Context: an optimization exercise on an open-source flow, tuned for small area, a short achievable clock period and few clock cycles. The choices shown serve that exercise and are no tape-out recipe. Function was not checked in any run shown here: the RTL went through the layout flow alone. Power and IR drop assume default switching activity.

===== flow/config.mk =====
export PLATFORM = sky130hd
export DESIGN_NAME = wire_codec
export DESIGN_NICKNAME = wire_codec
export VERILOG_FILES = /design/flow/design.v
export SDC_FILE = /design/flow/constraint.sdc
export NUM_CORES = 4
export LEC_CHECK = 0
export CAP_MARGIN = 20
export CORE_MARGIN = 2
export CORE_UTILIZATION = 40
export SLEW_MARGIN = 20

===== flow/constraint.sdc =====
create_clock -name core_clock -period 5.0 [get_ports {clk}]
set_input_delay 1.0000 -clock core_clock [delete_from_list [all_inputs] [get_ports {clk}]]
set_output_delay 1.0000 -clock core_clock [all_outputs]
set_load 0.01 [all_outputs]

===== flow/run.sh =====
#!/bin/bash
# synth_recipe.tcl (not shown) runs the flow's synth.tcl, then flattens the netlist and writes it again
# the make line also repeats each setting of config.mk as NAME=value (left out here)
make -C /OpenROAD-flow-scripts/flow DESIGN_CONFIG=/design/flow/config.mk WORK_HOME=/design/flow/orfs CLKGATE_MAP_FILE= SYNTH_SCRIPT=/design/flow/synth_recipe.tcl finish

===== flow/design.v =====
module wire_codec (
    input  wire        clk,
    input  wire        rst,             
    input  wire        start,
    input  wire [2:0]  start_op,
    input  wire [7:0]  start_n,         
    input  wire [15:0] start_cmd,       
    input  wire [7:0]  start_addr,      
    input  wire [7:0]  start_crc,       
    output reg         busy,
    input  wire        in_valid,
    input  wire [7:0]  in_data,
    output reg         in_ready,
    output reg         out_valid,
    output reg  [7:0]  out_data,
    input  wire        out_ready,
    output reg         done,
    output wire [15:0] status,
    output wire [7:0]  res_crc,
    output wire [7:0]  res_len
);
    localparam [2:0] OP_CRC_GEN   = 3'd0,
                     OP_CRC_CHECK = 3'd1,
                     OP_I2C_WRITE = 3'd2,
                     OP_I2C_READ  = 3'd3,
                     OP_SHDLC_TX  = 3'd4;
    localparam [3:0] S_IDLE  = 4'd0,
                     S_FIN   = 4'd1,    
                     S_CRC   = 4'd2,    
                     S_W_CMD = 4'd3,    
                     S_W_HI  = 4'd4,    
                     S_W_LO  = 4'd5,    
                     S_W_CRC = 4'd6,    
                     S_R_HI  = 4'd7,    
                     S_R_LO  = 4'd8,    
                     S_R_CRC = 4'd9,    
                     S_T_H0  = 4'd10,   
                     S_T_H1  = 4'd11,   
                     S_T_H2  = 4'd12,   
                     S_T_PAY = 4'd13,   
                     S_T_CHK = 4'd14,   
                     S_T_EOF = 4'd15;   
    function [7:0] crc_step;
        input [7:0] acc;
        input [7:0] b;
        integer k;
        reg [7:0] a;
        begin
            a = acc ^ b;
            for (k = 0; k < 8; k = k + 1) begin
                if (a[7]) a = {a[6:0], 1'b0} ^ 8'h31;
                else      a = {a[6:0], 1'b0};
            end
            crc_step = a;
        end
    endfunction
    function [7:0] crc_unstep;
        input [7:0] e;
        integer k;
        reg [7:0] a;
        begin
            a = e;
            for (k = 0; k < 8; k = k + 1) begin
                if (a[0]) a = {1'b1, a[7:1] ^ 7'h18};
                else      a = {1'b0, a[7:1]};
            end
            crc_unstep = a;
        end
    endfunction
    function is_reserved;
        input [7:0] b;
        begin
            is_reserved = (b == 8'h7E) || (b == 8'h7D) || (b == 8'h11) || (b == 8'h13);
        end
    endfunction
    reg [3:0] state;
    reg [7:0] cnt;         
    reg [7:0] acc;         
    reg [7:0] p0, p1;      
    reg       chk;         
    reg       bad;         
    reg       bcnt;        
    reg       esc;         
    reg       esc6, esc1;  
    reg [5:0] nlen;        
    reg       sk_valid;    
    reg [7:0] sk_data;
    assign status  = {14'd0, bcnt, bad};
    assign res_crc = acc;
    assign res_len = {1'b0, nlen, 1'b0};
    wire st_idle = (state == S_IDLE);
    wire st_fin  = (state == S_FIN);
    wire st_crc  = (state == S_CRC);
    wire st_wcmd = (state == S_W_CMD);
    wire st_whi  = (state == S_W_HI);
    wire st_wlo  = (state == S_W_LO);
    wire st_wcrc = (state == S_W_CRC);
    wire st_rhi  = (state == S_R_HI);
    wire st_rlo  = (state == S_R_LO);
    wire st_rcrc = (state == S_R_CRC);
    wire st_th0  = (state == S_T_H0);
    wire st_th1  = (state == S_T_H1);
    wire st_th2  = (state == S_T_H2);
    wire st_thdr = st_th0 | st_th1 | st_th2;
    wire st_tpay = (state == S_T_PAY);
    wire st_tchk = (state == S_T_CHK);
    wire st_teof = (state == S_T_EOF);
    wire st_t    = st_thdr | st_tpay | st_tchk | st_teof;
    wire take   = in_valid && in_ready;
    wire accept = start && !busy;
    wire a_crc  = (start_op == OP_CRC_GEN) || (start_op == OP_CRC_CHECK);
    wire a_chk  = (start_op == OP_CRC_CHECK);
    wire a_i2c  = (start_op == OP_I2C_WRITE) || (start_op == OP_I2C_READ);
    wire a_wr   = (start_op == OP_I2C_WRITE);
    wire a_tx   = (start_op == OP_SHDLC_TX);
    wire a_bcnt = a_i2c && (start_n[0] || (start_n > 8'd64));
    wire room1 = !sk_valid;    
    wire room2 = !out_valid;   
    wire [7:0] crc_x   = acc ^ in_data;
    wire [7:0] crc_out = crc_step(acc, in_data);
    wire       match   = (crc_x == 8'd0);    
    wire       chk_eq  = (crc_x == p1);      
    wire [7:0] data_byte = ({8{st_wcmd | st_rcrc | st_thdr}} & p0)
                         | ({8{st_whi | st_wlo | st_tpay}} & in_data)
                         | ({8{st_wcrc | st_tchk}} & acc);
    wire       t_res     = is_reserved(data_byte);
    wire [7:0] esc_byte  = {1'b0, esc6, !esc6, 1'b1, esc6, esc6, esc1, !(esc6 && esc1)};
    wire t_go   = !esc && (st_tpay ? take : ((st_thdr | st_tchk) && room1));
    wire eof_go = !esc && st_teof && room1;
    wire esc_go = esc && room1;
    wire r_take = st_rcrc && take;
    wire r_ok   = r_take && !bad && match;
    wire wc_go  = (st_wcmd | st_wcrc) && room1;
    wire push2  = r_ok;
    wire push1  = (accept && ((a_wr && !a_bcnt) || a_tx))
                | wc_go | (take && (st_whi | st_wlo))
                | t_go | eof_go | esc_go | push2;
    wire [7:0] b1 = st_idle ? (a_tx ? 8'h7E : start_cmd[15:8])
                  : esc     ? esc_byte
                  : st_teof ? 8'h7E
                  : (st_t && t_res) ? 8'h7D
                  : data_byte;
    wire last = (st_crc && take && cnt == 8'd1)
              | (st_wcmd && room1 && cnt == 8'd0)
              | (st_wcrc && room1 && cnt == 8'd1)
              | (r_take && cnt == 8'd1)
              | eof_go
              | (accept && ((a_crc && start_n == 8'd0) || a_bcnt ||
                            (start_op == OP_I2C_READ && start_n == 8'd0)));
    wire q_empty = !sk_valid && !push1 && (!out_valid || out_ready);
    wire finish  = (last || st_fin) && q_empty;
    reg [3:0] state_d;
    always @* begin
        state_d = state;
        if (accept) begin
            if (a_crc)       state_d = S_CRC;
            else if (a_bcnt) state_d = S_FIN;
            else if (a_wr)   state_d = S_W_CMD;
            else if (a_i2c)  state_d = S_R_HI;
            else             state_d = S_T_H0;
        end else begin
            case (state)
                S_W_CMD: if (room1) state_d = S_W_HI;
                S_W_HI:  if (take) state_d = S_W_LO;
                S_W_LO:  if (take) state_d = S_W_CRC;
                S_W_CRC: if (room1) state_d = S_W_HI;
                S_R_HI:  if (take) state_d = S_R_LO;
                S_R_LO:  if (take) state_d = S_R_CRC;
                S_R_CRC: if (take) state_d = S_R_HI;
                S_T_H0:  if (t_go) state_d = S_T_H1;
                S_T_H1:  if (t_go) state_d = S_T_H2;
                S_T_H2:  if (t_go) state_d = (cnt == 8'd0) ? S_T_CHK : S_T_PAY;
                S_T_PAY: if (t_go && cnt == 8'd1) state_d = S_T_CHK;
                S_T_CHK: if (t_go) state_d = S_T_EOF;
                default: ;
            endcase
        end
        if (last) state_d = S_FIN;
        if (finish) state_d = S_IDLE;
    end
    wire sk_valid_d = sk_valid ? !(out_valid && out_ready)
                               : (push2 || (push1 && out_valid && !out_ready));
    wire out_valid_d = sk_valid || push1 || (out_valid && !out_ready);
    wire esc_d = t_go ? t_res : (esc && !esc_go);
    wire bad_d = accept ? (a_chk && start_n == 8'd0 && start_crc != 8'hFF)
               : (st_crc && take) ? (chk && !chk_eq)
               : (bad || (r_take && !match));
    wire in_ready_d = (state_d == S_CRC)
                    | (state_d == S_R_HI) | (state_d == S_R_LO)
                    | ((state_d == S_R_CRC) && (bad_d || !out_valid_d))
                    | (((state_d == S_W_HI) | (state_d == S_W_LO)) && !sk_valid_d)
                    | ((state_d == S_T_PAY) && !sk_valid_d && !esc_d);
    always @(posedge clk) begin
        if (!out_valid || out_ready)
            out_data <= sk_valid ? sk_data : b1;
        if (!sk_valid)
            sk_data <= push2 ? p1 : b1;
        out_valid <= out_valid_d;
        sk_valid  <= sk_valid_d;
        state    <= state_d;
        in_ready <= in_ready_d;
        busy     <= (state_d != S_IDLE);
        done     <= finish;
        bad      <= bad_d;
        esc      <= esc_d;
        if (accept || (st_wcrc && room1) || r_take)
            acc <= 8'hFF;
        else if (t_go && !st_tchk)
            acc <= acc - (st_tpay ? in_data : p0);
        else if (take)
            acc <= crc_out;
        if (accept)
            p0 <= a_tx ? start_addr : start_cmd[7:0];
        else if ((st_rhi && take) || (st_thdr && t_go))
            p0 <= st_rhi ? in_data : p1;
        if (accept)
            p1 <= a_chk ? crc_unstep(start_crc) : start_cmd[7:0];
        else if ((st_rlo && take) || (st_thdr && t_go))
            p1 <= st_thdr ? cnt : in_data;
        if (accept)
            cnt <= a_i2c ? {1'b0, start_n[7:1]} : start_n;
        else if ((take && (st_crc | st_rcrc | st_tpay)) || (st_wcrc && room1))
            cnt <= cnt - 8'd1;
        if (accept) begin
            chk  <= a_chk;
            bcnt <= a_bcnt;
            nlen <= 6'd0;
        end else if (r_ok)
            nlen <= nlen + 6'd1;
        if (t_go) begin
            esc6 <= data_byte[6];
            esc1 <= data_byte[1];
        end
        if (rst) begin
            state     <= S_IDLE;
            out_valid <= 1'b0;
            sk_valid  <= 1'b0;
            in_ready  <= 1'b0;
            busy      <= 1'b0;
            done      <= 1'b0;
            esc       <= 1'b0;
        end
    end
endmodule

==> out/results.txt, run 1 <==
fin crit share - 0.721
Yosys cell types - 72
largest net degree at the start of global routing - 42
most used cell, CP - a21oi_1
clock latency at the later pin of the worst-skew pair - 0.34 ns
Power, Total - 2.73 mW
Pleak - 2.55 nW
total CTS buffers - 9
Yosys Warn Count - 1
Cell Chain, Critical Path - clkdlybuf4s50_1, and2_1, a221o_1, a41oi_1, nand4b_1, a21oi_1, nand2b_1, and3b_1, a21oi_1, a221oi_2
main combinational cell family by area after synthesis - compound AO/OA/AOI/OAI gates
share of layout cells above drive strength 1 - 0.0636
XOR/XNOR Fraction of Synth Area - 0.0919
drt total wl - 16600 µm
die area - 14400 µm²
nets - 769
crit-path leading delay family - compound AO/OA/AOI/OAI gates
setup TNS - 0 ns
Die W - 120 µm
vias in the first global route - 4746
Final Max Tran Viols - 0
CTS hold repair buffers - 0
Root Driver - clkbuf_16
min-delay worst type - flop to flop
final setup fails - 0
Post-synth EDFFs - 44
sequential-to-total area share from yosys stat - 0.338
Die Y-Extent - 120 µm
CTS tree - built
WHS Path Cells - 2
CP required - 5.25 ns
drt drc - 0
first-pass GRT wire length - 25800 µm
core area - 13200 µm²
mux share of post-synthesis cell area - 0.0325
IO Port Bufs - 83
post-synthesis compound-gate area fraction - 0.235
clock skew - 0.00612 ns
peak supply drop - 158 µV
Sinks on Clock Net - 69
Area Overhead vs Synth - 22.0%
initial antenna violation count - 0
CP max FO - 22
Buf/Inv on CP - 1
min cycle time layout - 3.60 ns
critical path type - input pin to flop
post-CTS sizing - 0
initial DRC count - 423
asr flop ratio synth - 0
post-CTS setup buffers - 0
IO Count - 100
clock-pin slew on the worst setup and hold paths - 0.06 ns
GP Congestion - 0.984
Synth Cell Area - 5390 µm²
Post-Syn Instances - 642
post-DR wirelength/cell - 18.8 µm
Synth Register Bits - 69
initial core utilization - 0.409
Post-Synth Adder-Cell Area - 0.0309
outcome - no timing/DRC/antenna violations
1st-pass router iterations - 5
Tot GR Track Use - 0.233
slowest stage delay, CP - 0.45 ns
worst slew pin tran - 1.07 ns
depth of the CTS H-tree - 3
slowest library cell on the worst path - and2_1
max-cap violations - 0
Post-Synth Simple-Gate Area - 0.194
routed vias/inst - 5.74
grt ovf - 0
f_max - 277 MHz
critical path arrival - 3.85 ns
Hold Violations, Final - 0
hpwl dp - 12600 µm
Crit path depth - 10
commonest register cell after synthesis - edfxtp_1
FF-to-FF path depth - 9
Routed Antenna Nets - 0
RSZ-0062 raised after global routing - no
total via count in the routed design - 5065
Rows - 42
# diodes - 0
crit end category - flop
Startpoint Class - input pin
maximum clock insertion buffer count - 2
Avg Synthesized Cell Area - 8.40 µm²
PwrDens - 416 nW/µm²
worst rel slew slack - 0.289
worst paths after layout:
kind                               end            startpoint  slack, ns
setup / recovery   in_ready$_SDFF_PP0_              in_valid       1.40
hold / removal    nlen[5]$_SDFFE_PP0P_  nlen[5]$_SDFFE_PP0P_       0.50
setup reg to reg  sk_data[3]$_DFFE_PN_   state[3]$_SDFF_PP0_       1.50
hold reg to reg   nlen[5]$_SDFFE_PP0P_  nlen[5]$_SDFFE_PP0P_       0.50
logic make-up (layout without fill, tap and decap cells):
group                    count (synthesis)  after routing
AND/OR/NAND/NOR                        216            216
AO/OA/AOI/OAI                          183            183
buffers and inverters                   89            139
flip-flops                              69             69
XOR/XNOR                                55             55
multiplexers                            16             16
adder cells (fa/ha/maj)                 13             13
other                                    1             16
tightest hold or removal path, stage by stage (launching register included):
cell     delay, ns
dfxtp_1       0.32
o21ai_0       0.07
a21oi_1       0.06
Yosys cell counts, types with 12 or more instances:
master / number / share of area
nor2b_1: 18 / 0.021
edfxtp_1: 44 / 0.25
a211oi_1: 18 / 0.025
a21oi_1: 63 / 0.058
nor2_1: 63 / 0.044
nand2_1: 62 / 0.043
inv_1: 31 / 0.022
clkbuf_1: 21 / 0.015
o21ai_0: 15 / 0.014
nand3_1: 12 / 0.011
xnor2_1: 32 / 0.052
xor2_1: 22 / 0.036
o211ai_1: 17 / 0.024
buf_4: 19 / 0.026
dfxtp_1: 25 / 0.093
metrics by stage:
stage	cell area, µm²	util	hold slack, ns	std cells	setup slack, ns
after floorplan	5450	-	0.498	657	1.93
after global placement	6260	0.475	0.472	867	1.22
after detailed placement	6260	0.475	0.492	867	1.14
after CTS	6570	0.498	0.503	883	1.48
after global routing	6580	0.499	0.541	883	1.20
final	6580	0.499	0.501	883	1.40
placed cells by master, fill, tap and decap left out, types with 11 or more instances in the layout:
cell type	synthesis	layout
a211oi_1	18	18
a21oi_1	63	63
clkbuf_16	0	11
clkdlybuf4s50_1	0	83
conb_1	1	16
dfxtp_1	25	25
edfxtp_1	44	44
inv_1	31	31
nand2_1	62	62
nand3_1	12	12
nor2_1	63	63
nor2b_1	18	18
o211ai_1	17	17
o21ai_0	15	14
xnor2_1	32	32
xor2_1	22	22
power breakdown:
part	internal (mW)	switching (mW)
logic	0.541	0.631
clock network	0.409	0.255
registers	0.766	0.131
total	1.72	1.02
flip-flops by register name (all words and copies together) (netlist names), 4 cells and up:
signal,count
acc,8
cnt,8
out_data,8
p0,8
p1,8
sk_data,8
nlen,6
state,4
final cells by class:
class / count / area [µm²]
sequential: 69 / 1820
tap: 176 / 220
timing repair buffer: 89 / 876
fill: 1249 / 6610
clock buffer: 12 / 289
clock inverter: 4 / 25.0
multi-input combinational: 499 / 3220
inverter: 34 / 128
routing by layer:
metal  GRT usage  vias to the layer above  routed length (µm)
met5           0                        -                   0
met3      0.0361                       36                 949
li1            -                     2418                   -
met1       0.315                     2433                7510
met4      0.0993                        0                 524
met2       0.368                      178                7660
==> run 2, diff against run 1 <==
--- a/flow/config.mk
+++ b/flow/config.mk
@@ -8,4 +8,6 @@
 export CAP_MARGIN = 20
 export CORE_MARGIN = 2
-export CORE_UTILIZATION = 40
+export CORE_UTILIZATION = 30
+export SETUP_SLACK_MARGIN = 3.0
 export SLEW_MARGIN = 20
+export TNS_END_PERCENT = 0
==> out/results.txt, run 2 <==
Synth top cells by count - a21oi_1 (63), nor2_1 (63), nand2_1 (62)
Psw - 1.08 mW
drt drc - 0
sequential-to-total area share from yosys stat - 0.338
Die W - 138 µm
worst rel slew slack - 0.412
Tot GR Track Use - 0.179
Sinks on Clock Net - 69
Placed Area - 6350 µm²
switching share of total power - 0.382
crit end category - flop
worst slew pin tran - 0.881 ns
drt total wl - 17400 µm
cell-internal power - 1.74 mW
initial antenna violation count - 0
clock skew - 0.00734 ns
IO Port Bufs - 83
total CTS buffers - 9
core area - 17800 µm²
WHS Path Cells - 2
f_max - 348 MHz
CP required - 5.21 ns
max-cap violations - 0
initial core utilization - 0.303
total via count in the routed design - 5158
critical path arrival - 3.09 ns
Synth Cell Area - 5390 µm²
final instance area - 7210 µm²
share of layout cells above drive strength 1 - 0.195
clock latency at the later pin of the worst-skew pair - 0.35 ns
min-delay worst type - flop to flop
largest net degree at the start of global routing - 24
CTS tree - built
routed vias/inst - 5.32
die area - 19100 µm²
critical path type - input pin to flop
peak supply drop - 188 µV
worst hold path endpoint - nlen[5]$_SDFFE_PP0P_
share of power burned in registers - 0.321
vias in the first global route - 4934
grt ovf - 0
fin crit share - 0.575
FF-to-FF path depth - 8
min-delay src - nlen[5]$_SDFFE_PP0P_
maximum clock insertion buffer count - 2
Crit Reg-Reg Endpoint - in_ready$_SDFF_PP0_
Synth Register Bits - 69
final setup fails - 0
ranking of synthesized cells by area - edfxtp_1 (25%), dfxtp_1 (9.3%), a21oi_1 (5.8%)
Yosys Warn Count - 1
post-DR wirelength/cell - 18.0 µm
commonest register cell after synthesis - edfxtp_1
Die Y-Extent - 138 µm
initial DRC count - 421
nets - 802
RSZ-0062 raised after global routing - yes
CP max FO - 6
min cycle time layout - 2.87 ns
Area Overhead vs Synth - 33.7%
R2R setup slack - 2.22 ns
GP Congestion - 0.991
Pleak - 2.86 nW
Synth top area share - 0.245
# diodes - 0
Rows - 49
PwrDens - 391 nW/µm²
asr flop ratio synth - 0
Post-synth EDFFs - 44
hpwl dp - 12400 µm
Final Util - 0.405
IO Count - 100
Routed Antenna Nets - 0
r2r startpoint - sk_valid$_SDFF_PP0_
setup TNS - 0 ns
Post-Syn Instances - 642
most frequent cells in the layout - nor2_1 (62), a21oi_1 (59), nand2_1 (58)
Final Max Tran Viols - 0
1st-pass router iterations - 5
Avg Synthesized Cell Area - 8.40 µm²
clock-pin slew on the worst setup and hold paths - 0.06 ns
Startpoint Class - input pin
Clk pwr share - 0.202
Yosys cell types - 72
most common cell after layout, fill and taps aside - nor2_1
depth of the CTS H-tree - 3
Comb power frac - 0.477
Root Driver - clkbuf_16
Hold Violations, Final - 0
first-pass GRT wire length - 27100 µm
outcome - no timing/DRC/antenna violations
most area-hungry cell type in the Yosys netlist - edfxtp_1
[run 2: how the worst max path moves through the flow]
| stage | from | endpoint | slack, ns | cells past startpoint |
|---|---|---|---|---|
| after floorplan | start_n[0] | in_ready$_SDFF_PP0_ | 1.94 | 9 |
| after global placement | in_valid | in_ready$_SDFF_PP0_ | 1.14 | 9 |
| after detailed placement | in_valid | in_ready$_SDFF_PP0_ | 1.07 | 9 |
| after CTS | start_n[6] | in_ready$_SDFF_PP0_ | 2.19 | 10 |
| after global routing | in_data[1] | acc[7]$_SDFFE_PP1P_ | 2.05 | 14 |
| final | in_valid | in_ready$_SDFF_PP0_ | 2.13 | 10 |
[run 2: cell type report]
cell class	count	area, µm²
Inverter	34	136
Timing Repair Buffer	121	1150
Fill cell	1785	10600
Multi-Input combinational cell	500	3550
Clock buffer	10	229
Tap cell	229	287
Sequential cell	69	1830
Clock inverter	6	30.0
[run 2: cell families after synthesis]
kind of cell	Yosys count	share of synthesized area
other	1	0.000696
muxes	16	0.0325
and+or+nand+nor	216	0.194
AOI/OAI and AO/OA	183	0.235
adders and majority gates	13	0.0309
xor gates and xnor gates	55	0.0919
buffers and inverters	89	0.0771
DFF	69	0.338
[run 2: power by group through the flow]
stage                     combinational (mW)  clock, mW  sequential, mW
after global placement                  1.15          0           0.902
after global routing                    1.45      0.607           0.922
after detailed placement                1.16          0           0.901
after CTS                               1.30      0.581           0.903
final                                   1.34      0.571           0.906
after floorplan                        0.811          0           0.875
[run 2: what timing repair did]
action,in CTS,in global routing
buffers inserted,23,3
endpoints found under the setup margin,124,116
gates resized for setup,125,24
hold buffers,0,0
pin swaps,16,12
cloned,4,0
[run 2: routing by layer]
layer / wire (µm) / vias up / track usage / share of wire
li1: - / 2487 / - / -
met1: 7720 / 2409 / 0.241 / 0.44
met2: 7830 / 222 / 0.274 / 0.45
met3: 1160 / 40 / 0.0329 / 0.066
met4: 729 / 0 / 0.0961 / 0.042
met5: 0 / - / 0 / 0
[run 2: critical path, cell delays in order]
cell and delay, ns:
clkdlybuf4s15_2 0.25, and2_4 0.21, a221o_1 0.35, a41oi_2 0.23
nand4_1 0.19, o311ai_2 0.15, a31o_4 0.18, mux2_4 0.31
a21oi_2 0.15, a221oi_2 0.07
[run 2: stage by stage]
step | instances | total power, mW | hold slack, ns | setup WS, ns
CTS | 966 | 2.78 | 0.495 | 2.19
detailed placement | 923 | 2.06 | 0.485 | 1.07
global placement | 923 | 2.06 | 0.475 | 1.14
global route | 969 | 2.98 | 0.571 | 2.05
floorplan | 657 | 1.69 | 0.498 | 1.94
finish | 969 | 2.82 | 0.490 | 2.13
==> run 3, diff against run 2 <==
--- a/flow/config.mk
+++ b/flow/config.mk
@@ -11,3 +11,3 @@
 export SETUP_SLACK_MARGIN = 3.0
 export SLEW_MARGIN = 20
-export TNS_END_PERCENT = 0
+export TNS_END_PERCENT = 10
==> out/results.txt, run 3 <==
outcome - no timing/DRC/antenna violations
critical path type - input pin to flop
grt ovf - 0
clock-pin slew on the worst setup and hold paths - 0.06 ns
PwrDens - 392 nW/µm²
post-DR wirelength/cell - 18.2 µm
worst slew pin tran - 0.893 ns
Final Max Tran Viols - 0
min cycle time layout - 2.93 ns
Hold Violations, Final - 0
R2R setup slack - 2.16 ns
f_max - 341 MHz
1st-pass router iterations - 5
Synth top cells by count - a21oi_1 (63), nor2_1 (63), nand2_1 (62)
initial DRC count - 369
most area-hungry cell type in the Yosys netlist - edfxtp_1
die area - 19100 µm²
most frequent cells in the layout - nor2_1 (63), clkdlybuf4s50_1 (61), nand2_1 (58)
core area - 17800 µm²
Post-Syn Instances - 642
total CTS buffers - 9
drt drc - 0
GP Congestion - 0.969
first-pass GRT wire length - 28300 µm
min-delay worst type - flop to flop
asr flop ratio synth - 0
crit end category - flop
clock skew - 0.00903 ns
Yosys Warn Count - 1
Cell Chain, Critical Path - clkdlybuf4s15_2, and2_4, and3_1, a21o_1, a211oi_4, o311ai_2, a31o_4, mux2_4, a21oi_2, a221oi_2
setup TNS - 0 ns
commonest register cell after synthesis - edfxtp_1
Startpoint Class - input pin
drt total wl - 17700 µm
Pleak - 2.86 nW
clock latency at the later pin of the worst-skew pair - 0.35 ns
r2r startpoint - state[1]$_SDFF_PP0_
Psw - 1.11 mW
total via count in the routed design - 5162
Die W - 138 µm
termination of the worst setup path - in_ready$_SDFF_PP0_
slowest library cell on the worst path - a211oi_4
cell-internal power - 1.77 mW
FF-to-FF path depth - 11
crit-path leading delay family - compound AO/OA/AOI/OAI gates
Routed Antenna Nets - 0
# diodes - 0
critical path arrival - 3.15 ns
Synth Register Bits - 69
share of power burned in registers - 0.320
switching share of total power - 0.384
Avg Synthesized Cell Area - 8.40 µm²
Root Driver - clkbuf_16
Yosys cell types - 72
Sinks on Clock Net - 69
Crit Reg-Reg Endpoint - in_ready$_SDFF_PP0_
maximum clock insertion buffer count - 2
vias in the first global route - 4944
CP max FO - 5
depth of the CTS H-tree - 3
CP required - 5.22 ns
Tot GR Track Use - 0.187
CTS hold repair buffers - 0
max-cap violations - 0
Post-synth EDFFs - 44
Buf/Inv on CP - 1
Die Y-Extent - 138 µm
most common cell after layout, fill and taps aside - nor2_1
nets - 806
worst setup path startpoint - in_valid
IO Count - 100
largest net degree at the start of global routing - 25
share of layout cells above drive strength 1 - 0.202
initial antenna violation count - 0
Comb power frac - 0.464
Power, Total - 2.88 mW
fill count - 1747
CTS tree - built
slowest stage delay, CP - 0.32 ns
sequential-to-total area share from yosys stat - 0.338
Synth Cell Area - 5390 µm²
fin crit share - 0.587
Area Overhead vs Synth - 36.1%
RSZ-0062 raised after global routing - yes
Rows - 49
worst rel slew slack - 0.404
hpwl dp - 12600 µm
peak supply drop - 199 µV
Crit path depth - 10
IO Port Bufs - 83
routed vias/inst - 5.31
Clk pwr share - 0.215
final setup fails - 0
Synth top area share - 0.245
initial core utilization - 0.303
ranking of synthesized cells by area - edfxtp_1 (25%), dfxtp_1 (9.3%), a21oi_1 (5.8%)
[run 3: cell types whose count changed in the layout (fill, tap and decap cells not counted), moves of 3 or more]
cell	change
clkdlybuf4s15_1	+3
clkbuf_2	-3
xor2_2	-4
buf_4	+3
dlymetal6s2s_1	-7
xor2_4	+6
clkdlybuf4s50_1	+7
[run 3: per-stage QoR]
| step | cells | hold WS, ns | util | instance area [µm²] | worst slack [ns] |
|---|---|---|---|---|---|
| floorplan | 657 | 0.498 | - | 5580 | 1.94 |
| global route | 973 | 0.545 | 0.413 | 7340 | 1.96 |
| CTS | 968 | 0.494 | 0.407 | 7230 | 2.13 |
| global placement | 922 | 0.473 | 0.363 | 6450 | 1.23 |
| finish | 973 | 0.500 | 0.413 | 7340 | 2.07 |
| detailed placement | 922 | 0.482 | 0.363 | 6450 | 1.17 |
[run 3: worst min-delay path by stage]
stage / cells after the start / slack, ns / end / start
floorplan: 2 / 0.50 / out_data[1]$_DFFE_PN_ / sk_data[1]$_DFFE_PN_
global placement: 2 / 0.47 / nlen[5]$_SDFFE_PP0P_ / nlen[5]$_SDFFE_PP0P_
detailed placement: 2 / 0.48 / nlen[5]$_SDFFE_PP0P_ / nlen[5]$_SDFFE_PP0P_
CTS: 2 / 0.49 / nlen[5]$_SDFFE_PP0P_ / nlen[5]$_SDFFE_PP0P_
global route: 2 / 0.54 / nlen[5]$_SDFFE_PP0P_ / nlen[5]$_SDFFE_PP0P_
finish: 2 / 0.50 / nlen[5]$_SDFFE_PP0P_ / nlen[5]$_SDFFE_PP0P_
[run 3: layout make-up]
class                           instances  area (µm²)  share of cell area
Timing Repair Buffer                  124        1180               0.161
Inverter                               34         136              0.0186
Sequential cell                        69        1830               0.250
Clock buffer                           11         254              0.0346
Clock inverter                          5        25.0             0.00341
Tap cell                              229         287              0.0391
Multi-Input combinational cell        501        3620               0.494
[run 3: timing repair]
action / in CTS / in global routing
gates cloned: 5 / 0
endpoints found under the setup margin: 133 / 118
endpoints found under the hold margin: 0 / 0
pin swaps: 17 / 12
buffers inserted: 25 / 5
resized for setup: 132 / 16
[run 3: power by group through the flow]
stage	logic [mW]	registers, mW	clock network (mW)
3_3_place_gp	1.18	0.909	0
4_1_cts	1.30	0.919	0.630
2_1_floorplan	0.843	0.883	0
5_1_grt	1.45	0.938	0.658
3_5_place_dp	1.19	0.910	0
6_report	1.34	0.922	0.620
[run 3: routing by layer]
metal	global-route usage	routed length [µm]	vias up
met1	0.257	7820	2410
li1	-	-	2496
met3	0.0395	1320	32
met2	0.284	8030	224
met4	0.0838	561	0
met5	0	0	-
[run 3: kinds of logic (layout without fill, tap and decap cells)]
| family | count (synthesis) | count (layout) | share of synthesized area |
|---|---|---|---|
| mux | 16 | 16 | 0.0325 |
| buf+inv | 89 | 174 | 0.0771 |
| xor+xnor | 55 | 55 | 0.0919 |
| fa+ha+maj | 13 | 13 | 0.0309 |
| compound gates | 183 | 183 | 0.235 |
| other cells | 1 | 16 | 0.000696 |
| flops | 69 | 69 | 0.338 |
| simple gates | 216 | 218 | 0.194 |
[run 3: worst register-to-register path: cells and delay by family (launching register included)]
kind / cells / cell delay (ns)
and+or+nand+nor: 2 / 0.37
DFF: 1 / 0.47
buffers and inverters: 3 / 0.56
muxes: 2 / 0.59
AOI/OAI and AO/OA: 4 / 0.73
==> run 4, diff against run 3 <==
--- a/flow/design.v
+++ b/flow/design.v
@@ -141,54 +141,81 @@
                   : (st_t && t_res) ? 8'h7D
                   : data_byte;
-    wire last = (st_crc && take && cnt == 8'd1)
-              | (st_wcmd && room1 && cnt == 8'd0)
-              | (st_wcrc && room1 && cnt == 8'd1)
-              | (r_take && cnt == 8'd1)
+    wire cnt0   = (cnt == 8'd0);
+    wire cnt1   = (cnt == 8'd1);
+    wire ostall = out_valid && !out_ready;           
+    wire imm    = (a_crc && start_n == 8'd0) || a_bcnt ||
+                  (start_op == OP_I2C_READ && start_n == 8'd0);
+    wire last = (st_crc && take && cnt1)
+              | (st_wcmd && room1 && cnt0)
+              | (st_wcrc && room1 && cnt1)
+              | (r_take && cnt1)
               | eof_go
-              | (accept && ((a_crc && start_n == 8'd0) || a_bcnt ||
-                            (start_op == OP_I2C_READ && start_n == 8'd0)));
-    wire q_empty = !sk_valid && !push1 && (!out_valid || out_ready);
-    wire finish  = (last || st_fin) && q_empty;
+              | (accept && imm);
+    wire finish = (st_idle && accept && imm)
+                | (st_fin && !sk_valid && !ostall)
+                | (st_crc && take && cnt1)
+                | (r_take && cnt1 && !r_ok && !sk_valid && !ostall);
     reg [3:0] state_d;
     always @* begin
         state_d = state;
-        if (accept) begin
-            if (a_crc)       state_d = S_CRC;
-            else if (a_bcnt) state_d = S_FIN;
-            else if (a_wr)   state_d = S_W_CMD;
-            else if (a_i2c)  state_d = S_R_HI;
-            else             state_d = S_T_H0;
-        end else begin
-            case (state)
-                S_W_CMD: if (room1) state_d = S_W_HI;
-                S_W_HI:  if (take) state_d = S_W_LO;
-                S_W_LO:  if (take) state_d = S_W_CRC;
-                S_W_CRC: if (room1) state_d = S_W_HI;
-                S_R_HI:  if (take) state_d = S_R_LO;
-                S_R_LO:  if (take) state_d = S_R_CRC;
-                S_R_CRC: if (take) state_d = S_R_HI;
-                S_T_H0:  if (t_go) state_d = S_T_H1;
-                S_T_H1:  if (t_go) state_d = S_T_H2;
-                S_T_H2:  if (t_go) state_d = (cnt == 8'd0) ? S_T_CHK : S_T_PAY;
-                S_T_PAY: if (t_go && cnt == 8'd1) state_d = S_T_CHK;
-                S_T_CHK: if (t_go) state_d = S_T_EOF;
-                default: ;
-            endcase
-        end
-        if (last) state_d = S_FIN;
-        if (finish) state_d = S_IDLE;
+        case (state)
+            S_IDLE:  if (accept) begin
+                         if (imm)        state_d = S_IDLE;
+                         else if (a_crc) state_d = S_CRC;
+                         else if (a_wr)  state_d = S_W_CMD;
+                         else if (a_i2c) state_d = S_R_HI;
+                         else            state_d = S_T_H0;
+                     end
+            S_FIN:   if (!sk_valid && !ostall) state_d = S_IDLE;
+            S_CRC:   if (take && cnt1) state_d = S_IDLE;
+            S_W_CMD: if (room1) state_d = cnt0 ? S_FIN : S_W_HI;
+            S_W_HI:  if (take) state_d = S_W_LO;
+            S_W_LO:  if (take) state_d = S_W_CRC;
+            S_W_CRC: if (room1) state_d = cnt1 ? S_FIN : S_W_HI;
+            S_R_HI:  if (take) state_d = S_R_LO;
+            S_R_LO:  if (take) state_d = S_R_CRC;
+            S_R_CRC: if (take) state_d = !cnt1 ? S_R_HI :
+                                         (r_ok || sk_valid || ostall) ? S_FIN : S_IDLE;
+            S_T_H0:  if (t_go) state_d = S_T_H1;
+            S_T_H1:  if (t_go) state_d = S_T_H2;
+            S_T_H2:  if (t_go) state_d = cnt0 ? S_T_CHK : S_T_PAY;
+            S_T_PAY: if (t_go && cnt1) state_d = S_T_CHK;
+            S_T_CHK: if (t_go) state_d = S_T_EOF;
+            default: if (eof_go) state_d = S_FIN;    
+        endcase
     end
-    wire sk_valid_d = sk_valid ? !(out_valid && out_ready)
-                               : (push2 || (push1 && out_valid && !out_ready));
-    wire out_valid_d = sk_valid || push1 || (out_valid && !out_ready);
+    wire sk_valid_d  = sk_valid ? !out_ready : (push2 || (push1 && ostall));
+    wire out_valid_d = sk_valid || push1 || ostall;
     wire esc_d = t_go ? t_res : (esc && !esc_go);
     wire bad_d = accept ? (a_chk && start_n == 8'd0 && start_crc != 8'hFF)
                : (st_crc && take) ? (chk && !chk_eq)
                : (bad || (r_take && !match));
-    wire in_ready_d = (state_d == S_CRC)
-                    | (state_d == S_R_HI) | (state_d == S_R_LO)
-                    | ((state_d == S_R_CRC) && (bad_d || !out_valid_d))
-                    | (((state_d == S_W_HI) | (state_d == S_W_LO)) && !sk_valid_d)
-                    | ((state_d == S_T_PAY) && !sk_valid_d && !esc_d);
+    wire nfree = !sk_valid && !ostall;    
+    reg in_ready_d, busy_d;
+    always @* begin
+        case (state)
+            S_IDLE:  in_ready_d = accept && !imm && (a_crc || (a_i2c && !a_wr));
+            S_CRC:   in_ready_d = !(take && cnt1);
+            S_W_CMD: in_ready_d = nfree && !cnt0;
+            S_W_HI:  in_ready_d = sk_valid ? out_ready : !(take && ostall);
+            S_W_LO:  in_ready_d = !take && (!sk_valid || out_ready);
+            S_W_CRC: in_ready_d = nfree && !cnt1;
+            S_R_HI:  in_ready_d = 1'b1;
+            S_R_LO:  in_ready_d = !take || bad || nfree;
+            S_R_CRC: in_ready_d = take ? !cnt1 : (bad || nfree);
+            S_T_H2:  in_ready_d = !esc && nfree && !cnt0 && !t_res;
+            S_T_PAY: in_ready_d = take ? (!cnt1 && !ostall && !t_res)
+                                : esc  ? nfree
+                                : (!sk_valid || out_ready);
+            default: in_ready_d = 1'b0;
+        endcase
+        case (state)
+            S_IDLE:  busy_d = accept && !imm;
+            S_FIN:   busy_d = sk_valid || ostall;
+            S_CRC:   busy_d = !(take && cnt1);
+            S_R_CRC: busy_d = !(take && cnt1 && !r_ok && nfree);
+            default: busy_d = 1'b1;
+        endcase
+    end
     always @(posedge clk) begin
         if (!out_valid || out_ready)
@@ -200,5 +227,5 @@
         state    <= state_d;
         in_ready <= in_ready_d;
-        busy     <= (state_d != S_IDLE);
+        busy     <= busy_d;
         done     <= finish;
         bad      <= bad_d;
--- a/flow/config.mk
+++ b/flow/config.mk
@@ -11,3 +11,3 @@
 export SETUP_SLACK_MARGIN = 3.0
 export SLEW_MARGIN = 20
-export TNS_END_PERCENT = 10
+export TNS_END_PERCENT = 0
==> out/results.txt, run 4 <==
final instance area - 7490 µm²
min cycle time layout - 2.70 ns
Die Y-Extent - 143 µm
final setup fails - 0
Area Overhead vs Synth - 29.3%
Hold Violations, Final - 0
Startpoint Class - input pin
worst slew pin tran - 0.805 ns
min-delay worst type - flop to flop
initial core utilization - 0.308
largest net degree at the start of global routing - 34
IO Port Bufs - 83
Yosys Warn Count - 1
R2R setup slack - 2.35 ns
clock skew - 0.00760 ns
outcome - no timing/DRC/antenna violations
Placed Area - 6700 µm²
fin crit share - 0.539
max-cap violations - 0
depth of the CTS H-tree - 3
setup TNS - 0 ns
Synth Register Bits - 69
commonest register cell after synthesis - edfxtp_1
f_max - 371 MHz
Routed Antenna Nets - 0
Post-synth EDFFs - 44
Root Driver - clkbuf_16
Yosys cell types - 75
routed vias/inst - 5.39
critical path arrival - 2.91 ns
core area - 18800 µm²
grt ovf - 0
hpwl dp - 13800 µm
Tot GR Track Use - 0.182
Pleak - 2.86 nW
Avg Synthesized Cell Area - 8.41 µm²
count leader, synth - nand2_1
r2r startpoint - state[2]$_SDFFE_PP0P_
Power, Total - 3.70 mW
critical path type - input pin to flop
clock-pin slew on the worst setup and hold paths - 0.05 ns
worst rel slew slack - 0.460
nets - 840
drt drc - 0
sequential-to-total area share from yosys stat - 0.314
die area - 20400 µm²
first-pass GRT wire length - 28800 µm
PwrDens - 495 nW/µm²
crit end category - flop
Synth Cell Area - 5790 µm²
Die W - 143 µm
Final Max Tran Viols - 0
initial DRC count - 543
total via count in the routed design - 5598
termination of the worst setup path - state[1]$_SDFFE_PP0P_
most common cell after layout, fill and taps aside - nand2_1
maximum clock insertion buffer count - 2
initial antenna violation count - 0
drt total wl - 18800 µm
Synth top area share - 0.228
Sinks on Clock Net - 69
min-delay src - nlen[5]$_SDFFE_PP0P_
clock latency at the later pin of the worst-skew pair - 0.35 ns
pre-CTS WS - 1.24 ns
# diodes - 0
peak supply drop - 213 µV
total CTS buffers - 9
fill count - 1886
Post-Syn Instances - 689
CP required - 5.21 ns
FF-to-FF path depth - 8
Crit Reg-Reg Endpoint - out_data[6]$_DFFE_PN_
RSZ-0062 raised after global routing - yes
asr flop ratio synth - 0
CP max FO - 3
share of layout cells above drive strength 1 - 0.161
IO Count - 100
ranking of synthesized cells by area - edfxtp_1 (23%), dfxtp_1 (8.6%), nand2_1 (7.0%)
vias in the first global route - 5215
post-DR wirelength/cell - 18.1 µm
Final Util - 0.398
setup slack after layout - 2.30 ns
Synth top cells by count - nand2_1 (108), nor2_1 (56), edfxtp_1 (44)
CTS tree - built
GP Congestion - 0.912
worst setup path startpoint - start_n[2]
most frequent cells in the layout - nand2_1 (106), clkdlybuf4s50_1 (67), nor2_1 (54)
1st-pass router iterations - 5
Rows - 50
most area-hungry cell type in the Yosys netlist - edfxtp_1
-- run 4: cell count changes after synthesis, moves of 6 or more --
cell      before  now
nand4b_1       2    8
a21oi_1       63   34
nor2b_1       18    9
nand2_1       62  108
and3_1         6   12
inv_1         31   16
o211ai_1      17   10
a31oi_1        9   18
nor2_1        63   56
clkbuf_8       0   10
o32ai_1       10    2
o21ai_0       15   28
mux2i_1       10   22
o31ai_1        8   14
-- run 4: per-stage QoR --
stage	instances	hold WS, ns
detailed placement	997	0.487
floorplan	704	0.498
global route	1038	0.523
CTS	1031	0.499
global placement	997	0.476
finish	1038	0.496
-- run 4: worst min-delay path by stage --
stage | to | slack (ns) | depth (start not counted)
6_report | nlen[5]$_SDFFE_PP0P_ | 0.50 | 2
3_5_place_dp | nlen[5]$_SDFFE_PP0P_ | 0.49 | 2
5_1_grt | nlen[5]$_SDFFE_PP0P_ | 0.52 | 2
3_3_place_gp | nlen[5]$_SDFFE_PP0P_ | 0.48 | 2
4_1_cts | nlen[5]$_SDFFE_PP0P_ | 0.50 | 2
2_1_floorplan | out_data[0]$_DFFE_PN_ | 0.50 | 2
-- run 4: repair_timing --
action / 4_1_cts / 5_1_grt
setup endpoints to repair: 140 / 130
cloned: 0 / 1
endpoints found under the hold margin: 0 / 0
hold buffers: 0 / 0
pin swaps: 16 / 22
buffers inserted: 18 / 6
resized for setup: 82 / 43
-- run 4: routing by layer --
layer | vias up | GRT usage | wire length [µm]
met5 | - | 0 | 0
met4 | 0 | 0.0688 | 432
met3 | 28 | 0.0319 | 1480
met2 | 264 | 0.277 | 8420
met1 | 2645 | 0.257 | 8460
li1 | 2661 | - | -
-- run 4: layout make-up --
type	instances	area (µm²)	share of cell area
clock inverter	5	51.3	0.00685
inverter	18	71.3	0.00952
tap	260	325	0.0434
timing repair buffer	120	1140	0.152
multi-input combinational	555	3840	0.513
sequential	69	1830	0.244
clock buffer	11	233	0.0311
-- run 4: power by group --
| part | internal [mW] | leakage, nW | total (mW) | switching [mW] |
|---|---|---|---|---|
| Sequential | 0.877 | 0.650 | 1.08 | 0.202 |
| Clock | 0.383 | 0.137 | 0.636 | 0.253 |
| Combinational | 0.898 | 2.07 | 1.99 | 1.09 |
-- run 4: worst max-delay path, cell delays in order --
cell      delay [ns]
buf_6           0.09
or4_4           0.52
or4b_4          0.53
o31ai_4         0.24
a21oi_2         0.06
buf_4           0.18
nor4_4          0.21
a211oi_2        0.06
-- run 4: kinds of logic after synthesis --
kind of cell / count (synthesis) / synth area share
adders and majority gates: 12 / 0.0268
buffers and inverters: 80 / 0.0836
other: 1 / 0.000647
and+or+nand+nor: 262 / 0.224
xor gates and xnor gates: 62 / 0.0961
DFF: 69 / 0.314
AOI/OAI and AO/OA: 178 / 0.210
muxes: 25 / 0.0438
==> run 5, diff against run 4 <==
--- a/flow/config.mk
+++ b/flow/config.mk
@@ -9,5 +9,5 @@
 export CORE_MARGIN = 2
 export CORE_UTILIZATION = 30
-export SETUP_SLACK_MARGIN = 3.0
+export SETUP_SLACK_MARGIN = 3.4
 export SLEW_MARGIN = 20
 export TNS_END_PERCENT = 0
==> out/results.txt, run 5 <==
fill count - 1886
Root Driver - clkbuf_16
mux share of post-synthesis cell area - 0.0438
Synth Cell Area - 5790 µm²
Area Overhead vs Synth - 29.3%
vias in the first global route - 5215
sequential-to-total area share from yosys stat - 0.314
Tot GR Track Use - 0.182
clock-pin slew on the worst setup and hold paths - 0.05 ns
Post-Syn Instances - 689
Die Y-Extent - 143 µm
first-pass GRT wire length - 28800 µm
crit end category - flop
outcome - no timing/DRC/antenna violations
min cycle time layout - 2.70 ns
routed vias/inst - 5.39
Post-Synth Simple-Gate Area - 0.224
initial DRC count - 543
min-delay worst type - flop to flop
worst rel slew slack - 0.460
critical path type - input pin to flop
IO Count - 100
worst slew pin tran - 0.805 ns
CP max FO - 3
r2r startpoint - state[2]$_SDFFE_PP0P_
core area - 18800 µm²
Power, Total - 3.70 mW
share of layout cells above drive strength 1 - 0.161
post-DR wirelength/cell - 18.1 µm
initial core utilization - 0.308
CP required - 5.21 ns
Post-Synth Adder-Cell Area - 0.0268
nets - 840
termination of the worst setup path - state[1]$_SDFFE_PP0P_
setup TNS - 0 ns
max-cap violations - 0
post-synthesis compound-gate area fraction - 0.210
ranking of synthesized cells by area - edfxtp_1 (23%), dfxtp_1 (8.6%), nand2_1 (7.0%)
most area-hungry cell type in the Yosys netlist - edfxtp_1
clock skew - 0.00760 ns
Rows - 50
final setup fails - 0
Final Util - 0.398
Routed Antenna Nets - 0
clock latency at the later pin of the worst-skew pair - 0.35 ns
Yosys Warn Count - 1
RSZ-0062 raised after global routing - yes
initial antenna violation count - 0
total CTS buffers - 9
Sinks on Clock Net - 69
Final Max Tran Viols - 0
f_max - 371 MHz
count leader, synth - nand2_1
peak supply drop - 213 µV
Crit Reg-Reg Endpoint - out_data[6]$_DFFE_PN_
hpwl dp - 13800 µm
CTS tree - built
drt total wl - 18800 µm
IO Port Bufs - 83
most frequent cells in the layout - nand2_1 (106), clkdlybuf4s50_1 (67), nor2_1 (54)
worst setup path startpoint - start_n[2]
largest net degree at the start of global routing - 34
PwrDens - 495 nW/µm²
most common cell after layout, fill and taps aside - nand2_1
die area - 20400 µm²
grt ovf - 0
CTS hold repair buffers - 0
1st-pass router iterations - 5
main combinational cell family by area after synthesis - simple AND/OR/NAND/NOR gates
Yosys cell types - 75
asr flop ratio synth - 0
# diodes - 0
commonest register cell after synthesis - edfxtp_1
fin crit share - 0.539
Post-synth EDFFs - 44
XOR/XNOR Fraction of Synth Area - 0.0961
Avg Synthesized Cell Area - 8.41 µm²
Pleak - 2.86 nW
Hold Violations, Final - 0
drt drc - 0
maximum clock insertion buffer count - 2
R2R setup slack - 2.35 ns
Die W - 143 µm
Synth top cells by count - nand2_1 (108), nor2_1 (56), edfxtp_1 (44)
GP Congestion - 0.912
critical path arrival - 2.91 ns
worst hold slack - 0.496 ns
depth of the CTS H-tree - 3
total via count in the routed design - 5598
Synth top area share - 0.228
Synth Register Bits - 69
FF-to-FF path depth - 8
Startpoint Class - input pin
## run 5: cells by family (layout without fill, tap and decap cells)
family / Yosys count / count (layout)
other: 1 / 16
xor gates and xnor gates: 62 / 62
adders and majority gates: 12 / 12
muxes: 25 / 25
buffers and inverters: 80 / 154
DFF: 69 / 69
and+or+nand+nor: 262 / 262
AOI/OAI and AO/OA: 178 / 178
## run 5: how the worst min path moves through the flow
stage                         startpoint                    end  slack, ns  cells after the start
finish              nlen[5]$_SDFFE_PP0P_   nlen[5]$_SDFFE_PP0P_       0.50                      2
global route        nlen[5]$_SDFFE_PP0P_   nlen[5]$_SDFFE_PP0P_       0.52                      2
CTS                 nlen[5]$_SDFFE_PP0P_   nlen[5]$_SDFFE_PP0P_       0.50                      2
detailed placement  nlen[5]$_SDFFE_PP0P_   nlen[5]$_SDFFE_PP0P_       0.49                      2
global placement    nlen[5]$_SDFFE_PP0P_   nlen[5]$_SDFFE_PP0P_       0.48                      2
floorplan           sk_data[0]$_DFFE_PN_  out_data[0]$_DFFE_PN_       0.50                      2
## run 5: critical path: stages
cell and delay [ns]:
buf_6 0.09, or4_4 0.52, or4b_4 0.53, o31ai_4 0.24, a21oi_2 0.06, buf_4 0.18
nor4_4 0.21, a211oi_2 0.06
## run 5: power by group
| part | internal, mW | switching, mW |
|---|---|---|
| registers | 0.877 | 0.202 |
| clock network | 0.383 | 0.253 |
| logic | 0.898 | 1.09 |
| total | 2.16 | 1.55 |
## run 5: what timing repair did
item,in CTS,in global routing
gates resized for setup,82,43
endpoints found under the hold margin,0,0
gates cloned,0,1
buffers inserted,18,6
pin swaps,16,22
endpoints found under the setup margin,141,141
## run 5: area by class of cell
class                           count  area (µm²)  area share
Clock buffer                       11         233      0.0311
Clock inverter                      5        51.3     0.00685
Inverter                           18        71.3     0.00952
Multi-Input combinational cell    555        3840       0.513
Sequential cell                    69        1830       0.244
Tap cell                          260         325      0.0434
Timing Repair Buffer              120        1140       0.152
## run 5: per-layer routing
metal  GRT usage  up-vias  wire length [µm]
met5           0        -                 0
li1            -     2661                 -
met2       0.277      264              8420
met1       0.257     2645              8460
met4      0.0688        0               432
met3      0.0319       28              1480
## run 5: stage by stage
step	area [µm²]	instances	setup slack (ns)
after CTS	7280	1031	2.21
after global placement	6700	997	1.30
final	7490	1038	2.30
after detailed placement	6700	997	1.24
after floorplan	5860	704	2.13
after global routing	7490	1038	2.22
==> run 6, diff against run 5 <==
==> flow/flow/run.sh (new file) <==
#!/bin/bash
# Standard layout, with the port buffers made from buf_4 cells instead of the smallest buffer.
set -euo pipefail
export BUFFER_PORTS_ARGS="-buffer_cell sky130_fd_sc_hd__buf_4"
bash standard.sh > standard_flow.log 2>&1
==> flow/standard.sh (new file) <==
#!/bin/bash
# synth_recipe.tcl (not shown) runs the flow's synth.tcl, then flattens the netlist and writes it again
# the make line also repeats each setting of config.mk as NAME=value (left out here)
make -C /OpenROAD-flow-scripts/flow DESIGN_CONFIG=/design/flow/config.mk WORK_HOME=/design/flow/orfs CLKGATE_MAP_FILE= SYNTH_SCRIPT=/design/flow/synth_recipe.tcl "${@:-finish}"
--- a/flow/config.mk
+++ b/flow/config.mk
@@ -9,5 +9,5 @@
 export CORE_MARGIN = 2
 export CORE_UTILIZATION = 30
-export SETUP_SLACK_MARGIN = 3.4
+export SETUP_SLACK_MARGIN = 3.0
 export SLEW_MARGIN = 20
 export TNS_END_PERCENT = 0
removed: flow/run.sh
==> out/results.txt, run 6 <==
drt total wl - 18000 µm
r2r startpoint - state[1]$_SDFFE_PP0P_
CP required - 5.23 ns
maximum clock insertion buffer count - 2
register area - 1830 µm²
fill count - 1930
outcome - no timing/DRC/antenna violations
GP Congestion - 0.902
drt drc - 0
Synth top area share - 0.228
Die Y-Extent - 143 µm
fin crit share - 0.554
Startpoint Class - input pin
core area - 18800 µm²
initial antenna violation count - 0
Area Overhead vs Synth - 20.5%
Die W - 143 µm
post-DR wirelength/cell - 17.8 µm
Hold Violations, Final - 0
vias in the first global route - 5020
sequential-to-total area share from yosys stat - 0.314
Post-synth EDFFs - 44
Tot GR Track Use - 0.177
depth of the CTS H-tree - 3
RSZ-0062 raised after global routing - yes
PwrDens - 497 nW/µm²
worst hold path endpoint - nlen[5]$_SDFFE_PP0P_
asr flop ratio synth - 0
clock-pin slew on the worst setup and hold paths - 0.06 ns
peak supply drop - 211 µV
most frequent cells in the layout - nand2_1 (107), buf_4 (94), nor2_1 (56)
min-delay src - nlen[5]$_SDFFE_PP0P_
crit-path leading delay family - simple AND/OR/NAND/NOR gates
Yosys Warn Count - 1
critical path arrival - 3.00 ns
Cell Chain, Critical Path - buf_4, or4_4, or4b_4, o31ai_4, a21oi_2, a32o_1, nor4_2, nor3_1
first-pass GRT wire length - 27800 µm
routed vias/inst - 5.39
Root Driver - clkbuf_16
IO Count - 100
Post-Syn Instances - 689
worst hold slack - 0.482 ns
crit end category - flop
share of layout cells above drive strength 1 - 0.204
total via count in the routed design - 5468
min cycle time layout - 2.77 ns
CP max FO - 4
Power, Total - 3.47 mW
Synth Cell Area - 5790 µm²
Rows - 50
R2R setup slack - 2.35 ns
setup TNS - 0 ns
initial core utilization - 0.308
Final Max Tran Viols - 0
Avg Synthesized Cell Area - 8.41 µm²
commonest register cell after synthesis - edfxtp_1
nets - 818
CTS hold repair buffers - 0
min-delay worst type - flop to flop
Synth top cells by count - nand2_1 (108), nor2_1 (56), edfxtp_1 (44)
final setup fails - 0
max-cap violations - 0
area of the multi-input gates - 3730 µm²
hpwl dp - 13600 µm
clock skew - 0.00975 ns
most common cell after layout, fill and taps aside - nand2_1
1st-pass router iterations - 5
CTS tree - built
worst slew pin tran - 0.824 ns
worst rel slew slack - 0.446
total CTS buffers - 9
Routed Antenna Nets - 0
clock latency at the later pin of the worst-skew pair - 0.35 ns
critical path type - input pin to flop
die area - 20400 µm²
most area-hungry cell type in the Yosys netlist - edfxtp_1
initial DRC count - 445
IO Port Bufs - 83
Synth Register Bits - 69
ranking of synthesized cells by area - edfxtp_1 (23%), dfxtp_1 (8.6%), nand2_1 (7.0%)
slowest library cell on the worst path - or4b_4
f_max - 361 MHz
# diodes - 0
largest net degree at the start of global routing - 34
Pleak - 2.79 nW
Sinks on Clock Net - 69
Buf/Inv on CP - 1
slowest stage delay, CP - 0.54 ns
WHS Path Cells - 2
count leader, synth - nand2_1
Yosys cell types - 75
Crit Reg-Reg Endpoint - acc[6]$_SDFFE_PP1P_
FF-to-FF path depth - 12
grt ovf - 0
[run 6: cell counts after synthesis]
No cell type changed its count.
[run 6: timing repair]
| action | CTS | global route |
|---|---|---|
| buffers inserted | 2 | 0 |
| resized for setup | 11 | 26 |
| gates cloned | 0 | 1 |
| endpoints found under the setup margin | 111 | 110 |
| pin swaps | 1 | 3 |
[run 6: per-stage QoR]
step                       util  setup slack [ns]  std cells  area, µm²
after global routing      0.371              2.16       1015       6980
after global placement    0.345              1.77        997       6490
final                     0.371              2.23       1015       6980
after CTS                 0.363              2.23       1014       6840
after floorplan               -              2.13        704       5860
after detailed placement  0.345              1.73        997       6490
[run 6: final cells by class]
type                       count  share of cell area
tap                          260              0.0466
timing repair buffer          98               0.107
clock inverter                 5             0.00753
multi-input combinational    555               0.534
sequential                    69               0.262
clock buffer                  10              0.0328
inverter                      18              0.0102
[run 6: kinds of logic after synthesis]
kind of cell	Yosys count	share of synthesized area
and+or+nand+nor	262	0.224
AOI/OAI and AO/OA	178	0.210
buffers and inverters	80	0.0836
DFF	69	0.314
xor gates and xnor gates	62	0.0961
muxes	25	0.0438
adders and majority gates	12	0.0268
other	1	0.000647
[run 6: worst max-delay path by stage]
stage          cells after the start  startpoint                     to  slack, ns
2_1_floorplan                      7  start_n[1]  state[0]$_SDFFE_PP0P_       2.13
3_3_place_gp                       8    in_valid   nlen[5]$_SDFFE_PP0P_       1.77
3_5_place_dp                       8  in_data[1]   nlen[5]$_SDFFE_PP0P_       1.73
4_1_cts                            8  start_n[1]  state[0]$_SDFFE_PP0P_       2.23
5_1_grt                            8  start_n[1]  state[0]$_SDFFE_PP0P_       2.16
6_report                           8  start_n[1]  state[0]$_SDFFE_PP0P_       2.23
[run 6: routing by layer]
layer  wire [µm]  vias to the layer above  GRT usage
met4         464                        0     0.0657
met2        7810                      267      0.263
met3        1630                       31     0.0275
met5           0                        -          0
li1            -                     2627          -
met1        8130                     2543      0.258
[run 6: worst reg2reg max path: cells and delay by family, from the launching register on]
family	cells	cell delay (ns)
DFF	1	0.45
xor gates and xnor gates	1	0.14
and+or+nand+nor	3	0.40
buffers and inverters	1	0.16
adders and majority gates	2	0.63
AOI/OAI and AO/OA	4	0.43
muxes	1	0.36
[run 6: power by group]
part	internal, mW	switching (mW)	total, mW
Sequential	0.876	0.215	1.09
Clock	0.380	0.243	0.623
Combinational	0.752	1.01	1.76
Total	2.01	1.46	3.47

[what the ideal ports hide]
No port has a modelled driver above. Below, the same layouts with a new extraction and two added sets of constraints.
Step 1 assumes that a clkbuf_16 drives the clock port and a buf_2 every other input.
Step 2 also shifts input and output timing later by t, the mid clock arrival at the registers, as if the neighbouring blocks saw the same clock.
Slacks: ideal / step 1 / step 2; pairs: ideal / step 1.
run	t (ns)	setup slack, ns	worst hold slack (ns)
run 1	0.376	1.395 / 1.414 / 1.038	0.501 / 0.501 / 0.501
run 2	0.382	2.126 / 2.136 / 1.754	0.490 / 0.490 / 0.490
run 3	0.385	2.065 / 2.084 / 1.700	0.500 / 0.500 / 0.500
run 4	0.389	2.303 / 2.313 / 1.924	0.496 / 0.496 / 0.496
run 5	0.389	2.303 / 2.313 / 1.924	0.496 / 0.496 / 0.496
run 6	0.394	2.229 / 2.256 / 1.862	0.482 / 0.482 / 0.482
After both steps every run listed still meets setup and hold.
